Background: an optimization exercise with open tools, aiming at a short achievable clock period. Do not read the settings as production practice. RTL that was checked went through simulation tests only; none was proved equivalent to the original. Power is estimated from default activity; no workload was simulated.

==> module sport_frame_decoder, before the edit <==
module sport_frame_decoder (
    input  wire        clk,
    input  wire        rst,         
    input  wire        in_valid,
    input  wire [7:0]  in_data,
    output wire        frame_valid,
    output wire [71:0] frame_data,
    output wire        evt_valid,
    output wire [3:0]  evt_kind,
    output wire [31:0] evt_value
);
    localparam [7:0] START     = 8'h7E;
    localparam [7:0] ESC       = 8'h7D;
    localparam [7:0] ESC_XOR   = 8'h20;
    localparam [7:0] DEVICE_ID = 8'h1B;
    localparam [7:0] FRAME_TYPE= 8'h10;
    reg       s_idle, s_pay, s_esc;
    reg [3:0] cur;
    reg       p8, e8;
    reg [63:0] fb;
    reg       acc_q;
    reg [3:0] kind_q;
    wire step   = in_valid && !rst;
    wire is_esc = (in_data == ESC);
    wire wr     = step && (s_esc || (s_pay && !is_esc));
    wire [7:0] wdata = s_esc ? (in_data ^ ESC_XOR) : in_data;
    wire [3:0] cur_next = cur + 4'd1;
    always @(posedge clk) begin
        if (rst) begin
            s_idle <= 1'b1;
            s_pay  <= 1'b0;
            s_esc  <= 1'b0;
            cur    <= 4'd0;
            p8     <= 1'b0;
            e8     <= 1'b0;
        end else if (in_valid) begin
            if (s_idle) begin
                if (in_data == START) begin
                    s_idle <= 1'b0;
                    s_pay  <= 1'b1;
                    cur    <= 4'd0;
                end
            end else if (s_pay) begin
                if (is_esc) begin
                    s_pay <= 1'b0;
                    s_esc <= 1'b1;
                    e8    <= p8;
                    p8    <= 1'b0;
                end else begin
                    cur    <= cur_next;
                    s_idle <= p8;
                    s_pay  <= !p8;
                    p8     <= (cur == 4'd7);
                    e8     <= 1'b0;
                end
            end else if (s_esc) begin
                cur    <= cur_next;
                s_idle <= e8;
                s_esc  <= 1'b0;
                s_pay  <= !e8;
                p8     <= (cur == 4'd7);
                e8     <= 1'b0;
            end
        end
    end
    always @(posedge clk) begin
        if (wr)
            fb <= {wdata, fb[63:8]};
    end
    wire [7:0]  device_id    = fb[15:8];
    wire [7:0]  frame_type   = fb[23:16];
    wire [15:0] data_type_id = fb[39:24];
    reg       known;
    reg [3:0] kind;
    always @(*) begin
        known = 1'b1;
        kind  = 4'd0;
        case (data_type_id)
            16'h0600: kind = 4'd0;    
            16'h0800: kind = 4'd1;    
            16'h0210: kind = 4'd2;    
            16'h0910: kind = 4'd3;    
            16'h0200: kind = 4'd4;    
            16'h0840: kind = 4'd5;    
            16'hF101: kind = 4'd6;    
            16'h0400: kind = 4'd7;    
            16'h0410: kind = 4'd8;    
            16'h0100: kind = 4'd9;    
            16'h0820: kind = 4'd10;   
            16'h0420: kind = 4'd11;   
            16'h0830: kind = 4'd12;   
            16'h0430: kind = 4'd13;   
            16'h0440: kind = 4'd14;   
            16'h0110: kind = 4'd15;   
            default:  known = 1'b0;
        endcase
    end
    always @(posedge clk) begin
        if (wr && cur == 4'd7) begin
            acc_q  <= (device_id == DEVICE_ID) && (frame_type == FRAME_TYPE) && known;
            kind_q <= kind;
        end
    end
    localparam integer NA = 102;      
    localparam integer G  = 8;        
    localparam integer ND = (NA + G - 1) / G;
    wire        ep8 = e8 | p8;
    wire        e8n = ~e8;
    wire [3:0]  kv  = acc_q ? kind_q : 4'd0;
    wire [31:0] vv  = acc_q ? fb[63:32] : 32'd0;
    wire [NA-1:0] src = {vv, kv, acc_q, fb, 1'b1};
    wire [NA-1:0] zn  = ~(ep8 ? src : {NA{1'b0}});
    wire [NA-1:0] a_out;
    wire [ND-1:0] dp, dc, dvrn;
    genvar g, j;
    generate
        for (g = 0; g < ND; g = g + 1) begin : dec
            sfd_dec u_dec (
                .v(in_valid), .r(rst), .d(in_data), .e8n(e8n),
                .p(dp[g]), .c(dc[g]), .vrn(dvrn[g])
            );
        end
        for (j = 0; j < NA; j = j + 1) begin : bitg
            g_a211oi u_bit (
                .a1(dp[j / G]), .a2(dc[j / G]), .b1(dvrn[j / G]), .c1(zn[j]),
                .y(a_out[j])
            );
        end
    endgenerate
    wire       lp, lc, lvrn, x5;
    wire [7:0] dn;
    sfd_dec u_ldec (
        .v(in_valid), .r(rst), .d(in_data), .e8n(e8n),
        .p(lp), .c(lc), .vrn(lvrn)
    );
    generate
        for (j = 0; j < 8; j = j + 1) begin : lastg
            if (j == 5) begin : fl
                g_xor2  u_x (.a(in_data[j]), .b(e8), .y(x5));
                g_nand2 u_n (.a(x5), .b(ep8), .y(dn[j]));
            end else begin : pl
                g_nand2 u_n (.a(in_data[j]), .b(ep8), .y(dn[j]));
            end
            g_a211oi u_bit (
                .a1(lp), .a2(lc), .b1(lvrn), .c1(dn[j]), .y(frame_data[64 + j])
            );
        end
    endgenerate
    assign frame_valid       = a_out[0];
    assign frame_data[63:0]  = a_out[64:1];
    assign evt_valid         = a_out[65];
    assign evt_kind          = a_out[69:66];
    assign evt_value         = a_out[101:70];
endmodule
clock: 6.0 ns
lec_check: 0
cap_margin: 20
core_margin: 2
core_utilization: 45
setup_slack_margin: 3.2
slew_margin: 20
synth_hierarchical: 1
run.sh (not shown) runs the stock make flow with config.mk's settings and CLKGATE_MAP_FILE= SYNTH_SCRIPT=/design/flow/synth_recipe.tcl, a recipe that flattens the netlist after the stock synthesis.
Change:
--- a/flow/design.v
+++ b/flow/design.v
@@ -103,5 +103,5 @@
     end
     localparam integer NA = 102;      
-    localparam integer G  = 8;        
+    localparam integer G  = 6;        
     localparam integer ND = (NA + G - 1) / G;
     wire        ep8 = e8 | p8;
=> The changed run completed with no timing, DRC or antenna violations. Synthesized cell count went up by 4.0%. Global-route usage decreases by 0.13 points. First-iteration DRC count went up by 15%. Design area climbs by 3.2%. Fmax climbs by 1.1%. Clock skew stays flat. Die area rises by 1.8%.
Function was not checked in any run of this note: the RTL went through the layout flow alone.

========
## run H
The RTL this note starts from:
==> flow/design.v <==
module sport_frame_decoder (
    input  wire        clk,
    input  wire        rst,         
    input  wire        in_valid,
    input  wire [7:0]  in_data,
    output wire        frame_valid,
    output wire [71:0] frame_data,
    output wire        evt_valid,
    output wire [3:0]  evt_kind,
    output wire [31:0] evt_value
);
    localparam [7:0] START     = 8'h7E;
    localparam [7:0] ESC       = 8'h7D;
    localparam [7:0] ESC_XOR   = 8'h20;
    localparam [7:0] DEVICE_ID = 8'h1B;
    localparam [7:0] FRAME_TYPE= 8'h10;
    reg       s_idle, s_pay, s_esc;
    reg [3:0] cur;
    reg       p8, e8;
    reg [63:0] fb;
    reg       acc_q;
    reg [3:0] kind_q;
    wire step   = in_valid && !rst;
    wire is_esc = (in_data == ESC);
    wire wr     = step && (s_esc || (s_pay && !is_esc));
    wire [7:0] wdata = s_esc ? (in_data ^ ESC_XOR) : in_data;
    wire [3:0] cur_next = cur + 4'd1;
    always @(posedge clk) begin
        if (rst) begin
            s_idle <= 1'b1;
            s_pay  <= 1'b0;
            s_esc  <= 1'b0;
            cur    <= 4'd0;
            p8     <= 1'b0;
            e8     <= 1'b0;
        end else if (in_valid) begin
            if (s_idle) begin
                if (in_data == START) begin
                    s_idle <= 1'b0;
                    s_pay  <= 1'b1;
                    cur    <= 4'd0;
                end
            end else if (s_pay) begin
                if (is_esc) begin
                    s_pay <= 1'b0;
                    s_esc <= 1'b1;
                    e8    <= p8;
                    p8    <= 1'b0;
                end else begin
                    cur    <= cur_next;
                    s_idle <= p8;
                    s_pay  <= !p8;
                    p8     <= (cur == 4'd7);
                    e8     <= 1'b0;
                end
            end else if (s_esc) begin
                cur    <= cur_next;
                s_idle <= e8;
                s_esc  <= 1'b0;
                s_pay  <= !e8;
                p8     <= (cur == 4'd7);
                e8     <= 1'b0;
            end
        end
    end
    always @(posedge clk) begin
        if (wr)
            fb <= {wdata, fb[63:8]};
    end
    wire [7:0]  device_id    = fb[15:8];
    wire [7:0]  frame_type   = fb[23:16];
    wire [15:0] data_type_id = fb[39:24];
    reg       known;
    reg [3:0] kind;
    always @(*) begin
        known = 1'b1;
        kind  = 4'd0;
        case (data_type_id)
            16'h0600: kind = 4'd0;    
            16'h0800: kind = 4'd1;    
            16'h0210: kind = 4'd2;    
            16'h0910: kind = 4'd3;    
            16'h0200: kind = 4'd4;    
            16'h0840: kind = 4'd5;    
            16'hF101: kind = 4'd6;    
            16'h0400: kind = 4'd7;    
            16'h0410: kind = 4'd8;    
            16'h0100: kind = 4'd9;    
            16'h0820: kind = 4'd10;   
            16'h0420: kind = 4'd11;   
            16'h0830: kind = 4'd12;   
            16'h0430: kind = 4'd13;   
            16'h0440: kind = 4'd14;   
            16'h0110: kind = 4'd15;   
            default:  known = 1'b0;
        endcase
    end
    always @(posedge clk) begin
        if (wr && cur == 4'd7) begin
            acc_q  <= (device_id == DEVICE_ID) && (frame_type == FRAME_TYPE) && known;
            kind_q <= kind;
        end
    end
    localparam integer NA = 102;      
    localparam integer G  = 12;        
    localparam integer ND = (NA + G - 1) / G;
    wire        ep8 = e8 | p8;
    wire        e8n = ~e8;
    wire [3:0]  kv  = acc_q ? kind_q : 4'd0;
    wire [31:0] vv  = acc_q ? fb[63:32] : 32'd0;
    wire [NA-1:0] src = {vv, kv, acc_q, fb, 1'b1};
    wire [NA-1:0] zn  = ~(ep8 ? src : {NA{1'b0}});
    wire [NA-1:0] a_out;
    wire [ND-1:0] cn;
    genvar g, j;
    generate
        for (g = 0; g < ND; g = g + 1) begin : dec
            sfd_dec u_dec (
                .v(in_valid), .r(rst), .d(in_data), .e8n(e8n), .cn(cn[g])
            );
        end
        for (j = 0; j < NA; j = j + 1) begin : bitg
            g_nor2 u_bit (.a(cn[j / G]), .b(zn[j]), .y(a_out[j]));
        end
    endgenerate
    wire       ln;
    wire [7:0] dn;
    sfd_decl u_ldec (
        .v(in_valid), .r(rst), .d(in_data), .e8n(e8n), .en(ep8), .cn(ln)
    );
    generate
        for (j = 0; j < 8; j = j + 1) begin : lastg
            if (j == 5) begin : fl
                g_xnor2 u_x (.a(in_data[j]), .b(e8), .y(dn[j]));
            end else begin : pl
                g_inv u_i (.a(in_data[j]), .y(dn[j]));
            end
            g_nor2 u_bit (.a(ln), .b(dn[j]), .y(frame_data[64 + j]));
        end
    endgenerate
    assign frame_valid       = a_out[0];
    assign frame_data[63:0]  = a_out[64:1];
    assign evt_valid         = a_out[65];
    assign evt_kind          = a_out[69:66];
    assign evt_value         = a_out[101:70];
endmodule
module sfd_dec (
    input  wire       v,
    input  wire       r,
    input  wire [7:0] d,
    input  wire       e8n,
    output wire       cn
);
    wire nlo, nhi, eqlo, eqhi, m, vr;
    g_nand4b u_lo  (.an(d[1]), .b(d[0]), .c(d[2]), .d(d[3]), .y(nlo));
    g_nand4b u_hi  (.an(d[7]), .b(d[4]), .c(d[5]), .d(d[6]), .y(nhi));
    g_inv    u_ilo (.a(nlo), .y(eqlo));
    g_inv    u_ihi (.a(nhi), .y(eqhi));
    g_nand3  u_m   (.a(eqlo), .b(eqhi), .c(e8n), .y(m));
    g_vr2    u_vr  (.v(v), .r(r), .y(vr));
    g_nand2  u_cn  (.a(vr), .b(m), .y(cn));
endmodule
module sfd_decl (
    input  wire       v,
    input  wire       r,
    input  wire [7:0] d,
    input  wire       e8n,
    input  wire       en,
    output wire       cn
);
    wire nlo, nhi, eqlo, eqhi, m, vr;
    g_nand4b u_lo  (.an(d[1]), .b(d[0]), .c(d[2]), .d(d[3]), .y(nlo));
    g_nand4b u_hi  (.an(d[7]), .b(d[4]), .c(d[5]), .d(d[6]), .y(nhi));
    g_inv    u_ilo (.a(nlo), .y(eqlo));
    g_inv    u_ihi (.a(nhi), .y(eqhi));
    g_nand3  u_m   (.a(eqlo), .b(eqhi), .c(e8n), .y(m));
    g_vr     u_vr  (.v(v), .r(r), .en(en), .y(vr));
    g_nand2  u_cn  (.a(vr), .b(m), .y(cn));
endmodule
module g_vr2 (
    input  wire v,
    input  wire r,
    output wire y
);
    assign y = v & ~r;
endmodule
module g_vr (
    input  wire v,
    input  wire r,
    input  wire en,
    output wire y
);
    assign y = v & ~r & en;
endmodule
module g_nand4b (
    input  wire an,
    input  wire b,
    input  wire c,
    input  wire d,
    output wire y
);
    assign y = ~(~an & b & c & d);
endmodule
module g_nand3 (
    input  wire a,
    input  wire b,
    input  wire c,
    output wire y
);
    assign y = ~(a & b & c);
endmodule
module g_nand2 (
    input  wire a,
    input  wire b,
    output wire y
);
    assign y = ~(a & b);
endmodule
module g_nor2 (
    input  wire a,
    input  wire b,
    output wire y
);
    assign y = ~(a | b);
endmodule
module g_inv (
    input  wire a,
    output wire y
);
    assign y = ~a;
endmodule
module g_xnor2 (
    input  wire a,
    input  wire b,
    output wire y
);
    assign y = ~(a ^ b);
endmodule
==> flow/config.mk <==
export PLATFORM = sky130hd
export DESIGN_NAME = sport_frame_decoder
export DESIGN_NICKNAME = sport_frame_decoder
export VERILOG_FILES = /design/flow/design.v
export SDC_FILE = /design/flow/constraint.sdc
export NUM_CORES = 4
export LEC_CHECK = 0
export CAP_MARGIN = 20
export CORE_MARGIN = 2
export CORE_UTILIZATION = 45
export SETUP_SLACK_MARGIN = 3.2
export SLEW_MARGIN = 20
export SYNTH_HIERARCHICAL = 1
==> flow/constraint.sdc <==
create_clock -name core_clock -period 6.0 [get_ports {clk}]
set_input_delay 1.2000 -clock core_clock [delete_from_list [all_inputs] [get_ports {clk}]]
set_output_delay 1.2000 -clock core_clock [all_outputs]
set_load 0.01 [all_outputs]
Input-level comparison between run A and run H:
-- flow/design.v --
<<< run H, line 103
    end
    localparam integer NA = 102;      
    localparam integer G  = 12;        
    localparam integer ND = (NA + G - 1) / G;
    wire        ep8 = e8 | p8;
>>> run A, line 103
    end
    localparam integer NA = 102;      
    localparam integer G  = 4;        
    localparam integer ND = (NA + G - 1) / G;
    wire        ep8 = e8 | p8;
Results
- Non-clock buffer count: run A < run H
- On sequential-to-total area share from yosys stat, the lower figure sits with run A, not run H.
- Against run H as the reference, run A delivers a lower post-synthesis share of cell area spent on xor and xnor gates.
- The final critical-path required period number comes out higher for run H vs run A.
- Compared to run H, run A has clock share of power 8.2 points higher.
- In the flow results for run A and run H, the clock-pin slew on the worst setup and hold paths is larger on run H.
- Run A vs run H, post-DP HPWL went up by 10%.
- When run A is set beside run H, its global-route usage turns out to be 6.9 points smaller.
- | wire length on met2 | run A vs run H | about 6% lower |
- Higher power was reported by run A, not run H.
- Comparing run A and run H, the higher fraction of met3 tracks used by global routing is on run H.
- Static leakage power ended up 11% higher on run A than on run H.
No functional check of the RTL was part of any run of this note.

========
== v5 ==
Another version of the RTL of sport_frame_decoder (not shown whole).
For scale: roughly 580 cells after synthesis, about 78 flip-flops, about 120 I/O pins.
==> module sport_frame_decoder, before the edit <==
module sport_frame_decoder (
    input  wire        clk,
    input  wire        rst,         
    input  wire        in_valid,
    input  wire [7:0]  in_data,
    output wire        frame_valid,
    output wire [71:0] frame_data,
    output wire        evt_valid,
    output wire [3:0]  evt_kind,
    output wire [31:0] evt_value
);
    localparam [7:0] START     = 8'h7E;
    localparam [7:0] ESC       = 8'h7D;
    localparam [7:0] ESC_XOR   = 8'h20;
    localparam [7:0] DEVICE_ID = 8'h1B;
    localparam [7:0] FRAME_TYPE= 8'h10;
    reg       s_idle, s_pay, s_esc;
    reg [3:0] cur;
    reg       p8, e8;
    reg [63:0] fb;
    reg       acc_q;
    reg [3:0] kind_q;
    wire step   = in_valid && !rst;
    wire is_esc = (in_data == ESC);
    wire wr     = step && (s_esc || (s_pay && !is_esc));
    wire [7:0] wdata = s_esc ? (in_data ^ ESC_XOR) : in_data;
    wire [3:0] cur_next = cur + 4'd1;
    always @(posedge clk) begin
        if (rst) begin
            s_idle <= 1'b1;
            s_pay  <= 1'b0;
            s_esc  <= 1'b0;
            cur    <= 4'd0;
            p8     <= 1'b0;
            e8     <= 1'b0;
        end else if (in_valid) begin
            if (s_idle) begin
                if (in_data == START) begin
                    s_idle <= 1'b0;
                    s_pay  <= 1'b1;
                    cur    <= 4'd0;
                end
            end else if (s_pay) begin
                if (is_esc) begin
                    s_pay <= 1'b0;
                    s_esc <= 1'b1;
                    e8    <= p8;
                    p8    <= 1'b0;
                end else begin
                    cur    <= cur_next;
                    s_idle <= p8;
                    s_pay  <= !p8;
                    p8     <= (cur == 4'd7);
                    e8     <= 1'b0;
                end
            end else if (s_esc) begin
                cur    <= cur_next;
                s_idle <= e8;
                s_esc  <= 1'b0;
                s_pay  <= !e8;
                p8     <= (cur == 4'd7);
                e8     <= 1'b0;
            end
        end
    end
    always @(posedge clk) begin
        if (wr)
            fb <= {wdata, fb[63:8]};
    end
    wire [7:0]  device_id    = fb[15:8];
    wire [7:0]  frame_type   = fb[23:16];
    wire [15:0] data_type_id = fb[39:24];
    reg       known;
    reg [3:0] kind;
    always @(*) begin
        known = 1'b1;
        kind  = 4'd0;
        case (data_type_id)
            16'h0600: kind = 4'd0;    
            16'h0800: kind = 4'd1;    
            16'h0210: kind = 4'd2;    
            16'h0910: kind = 4'd3;    
            16'h0200: kind = 4'd4;    
            16'h0840: kind = 4'd5;    
            16'hF101: kind = 4'd6;    
            16'h0400: kind = 4'd7;    
            16'h0410: kind = 4'd8;    
            16'h0100: kind = 4'd9;    
            16'h0820: kind = 4'd10;   
            16'h0420: kind = 4'd11;   
            16'h0830: kind = 4'd12;   
            16'h0430: kind = 4'd13;   
            16'h0440: kind = 4'd14;   
            16'h0110: kind = 4'd15;   
            default:  known = 1'b0;
        endcase
    end
    always @(posedge clk) begin
        if (wr && cur == 4'd7) begin
            acc_q  <= (device_id == DEVICE_ID) && (frame_type == FRAME_TYPE) && known;
            kind_q <= kind;
        end
    end
    localparam integer NA = 102;      
    localparam integer G  = 5;        
    localparam integer ND = (NA + G - 1) / G;
    wire        ep8 = e8 | p8;
    wire        e8n = ~e8;
    wire [3:0]  kv  = acc_q ? kind_q : 4'd0;
    wire [31:0] vv  = acc_q ? fb[63:32] : 32'd0;
    wire [NA-1:0] src = {vv, kv, acc_q, fb, 1'b1};
    wire [NA-1:0] zn  = ~(ep8 ? src : {NA{1'b0}});
    wire [NA-1:0] a_out;
    wire [ND-1:0] cn;
    genvar g, j;
    generate
        for (g = 0; g < ND; g = g + 1) begin : dec
            sfd_dec u_dec (
                .v(in_valid), .r(rst), .d(in_data), .e8n(e8n), .cn(cn[g])
            );
        end
        for (j = 0; j < NA; j = j + 1) begin : bitg
            g_nor2 u_bit (.a(cn[j / G]), .b(zn[j]), .y(a_out[j]));
        end
    endgenerate
    wire       ln;
    wire [7:0] dn;
    sfd_decl u_ldec (
        .v(in_valid), .r(rst), .d(in_data), .e8n(e8n), .en(ep8), .cn(ln)
    );
    generate
        for (j = 0; j < 8; j = j + 1) begin : lastg
            if (j == 5) begin : fl
                g_xnor2 u_x (.a(in_data[j]), .b(e8), .y(dn[j]));
            end else begin : pl
                g_inv u_i (.a(in_data[j]), .y(dn[j]));
            end
            g_nor2 u_bit (.a(ln), .b(dn[j]), .y(frame_data[64 + j]));
        end
    endgenerate
    assign frame_valid       = a_out[0];
    assign frame_data[63:0]  = a_out[64:1];
    assign evt_valid         = a_out[65];
    assign evt_kind          = a_out[69:66];
    assign evt_value         = a_out[101:70];
endmodule
==> flow/config.mk <==
export PLATFORM = sky130hd
export DESIGN_NAME = sport_frame_decoder
export DESIGN_NICKNAME = sport_frame_decoder
export VERILOG_FILES = /design/flow/design.v
export SDC_FILE = /design/flow/constraint.sdc
export NUM_CORES = 4
export LEC_CHECK = 0
export CAP_MARGIN = 20
export CORE_MARGIN = 2
export CORE_UTILIZATION = 45
export SETUP_SLACK_MARGIN = 3.2
export SLEW_MARGIN = 20
export SYNTH_HIERARCHICAL = 1
==> flow/constraint.sdc <==
create_clock -name core_clock -period 6.0 [get_ports {clk}]
set_input_delay 1.2000 -clock core_clock [delete_from_list [all_inputs] [get_ports {clk}]]
set_output_delay 1.2000 -clock core_clock [all_outputs]
set_load 0.01 [all_outputs]
No stage failed in v5, and the final checks on the layout all came back clean.
--- input diff v5..v32 ---
--- a/flow/design.v
+++ b/flow/design.v
@@ -123,10 +123,13 @@
             g_nor2 u_bit (.a(cn[j / G]), .b(zn[j]), .y(a_out[j]));
         end
     endgenerate
-    wire       ln;
+    wire [1:0] ln;
     wire [7:0] dn;
-    sfd_decl u_ldec (
-        .v(in_valid), .r(rst), .d(in_data), .e8n(e8n), .en(ep8), .cn(ln)
+    sfd_decl u_ldec0 (
+        .v(in_valid), .r(rst), .d(in_data), .e8n(e8n), .en(ep8), .cn(ln[0])
+    );
+    sfd_decl u_ldec1 (
+        .v(in_valid), .r(rst), .d(in_data), .e8n(e8n), .en(ep8), .cn(ln[1])
     );
     generate
         for (j = 0; j < 8; j = j + 1) begin : lastg
@@ -135,7 +138,7 @@
             end else begin : pl
                 g_inv u_i (.a(in_data[j]), .y(dn[j]));
             end
-            g_nor2 u_bit (.a(ln), .b(dn[j]), .y(frame_data[64 + j]));
+            g_nor2 u_bit (.a(ln[j / 4]), .b(dn[j]), .y(frame_data[64 + j]));
         end
     endgenerate
     assign frame_valid       = a_out[0];
==> comparison <==
Re number of nets in the synthesized netlist: v5 and v32 aren't equal, and the higher value belongs to v32.
v32 vs. v5: met1 wire length went up by 4.1%.
v32 against v5; routed wire length is up by a little under 10%.
Net switching share of the total power: v32 vs v5 down 0.25 points
Diff v5 -> v32: compound-gate portion of the synthesized area neither gained nor lost much; post-CTS setup buffer count lost 1.
Going from v5 to v32, sequential element share of the synthesized area shrinks by 0.38 points.
For v32, only the layout was checked, not whether the RTL still works.

[separate check: timing with driven ports]
The flow's constraints put no driver on any port. The routed layouts listed below were extracted and timed again, unchanged, in two steps. Step 1, drivers: a clkbuf_16 drives clk and a buf_2 each remaining input, both assumed. Step 2 also shifts input and output timing later by t, the mid clock arrival at the registers, as if the neighbouring blocks saw the same clock. a / b / c = ideal ports / drivers / drivers and shift; a / b = the first two.
| run | t (ns) | setup WS [ns] | clock arrival spread, ns | slew at the worst register clock pin (ns) | worst data-port slew with drivers (ns) |
|---|---|---|---|---|---|
| the first run of note 1 | 0.380 | 2.648 / 2.517 / 2.517 | 0.010 / 0.010 | 0.06 / 0.06 | 0.20 |
| the second run of note 1 | 0.365 | 2.684 / 2.398 / 2.398 | 0.009 / 0.009 | 0.06 / 0.06 | 0.34 |
| run H | 0.390 | 2.613 / 2.519 / 2.519 | 0.011 / 0.011 | 0.10 / 0.10 | 0.14 |
| run A | 0.376 | 2.735 / 2.510 / 2.510 | 0.006 / 0.007 | 0.06 / 0.06 | 0.32 |
| v5 | 0.389 | 2.733 / 2.555 / 2.555 | 0.014 / 0.014 | 0.09 / 0.09 | 0.31 |
| v32 | 0.386 | 2.748 / 2.561 / 2.561 | 0.011 / 0.010 | 0.08 / 0.08 | 0.29 |
After both steps setup and hold are still met in every run listed. For the second run of note 1, which loses most, drivers alone change the setup slack by -0.286 ns; drivers and shift together by -0.286 ns.
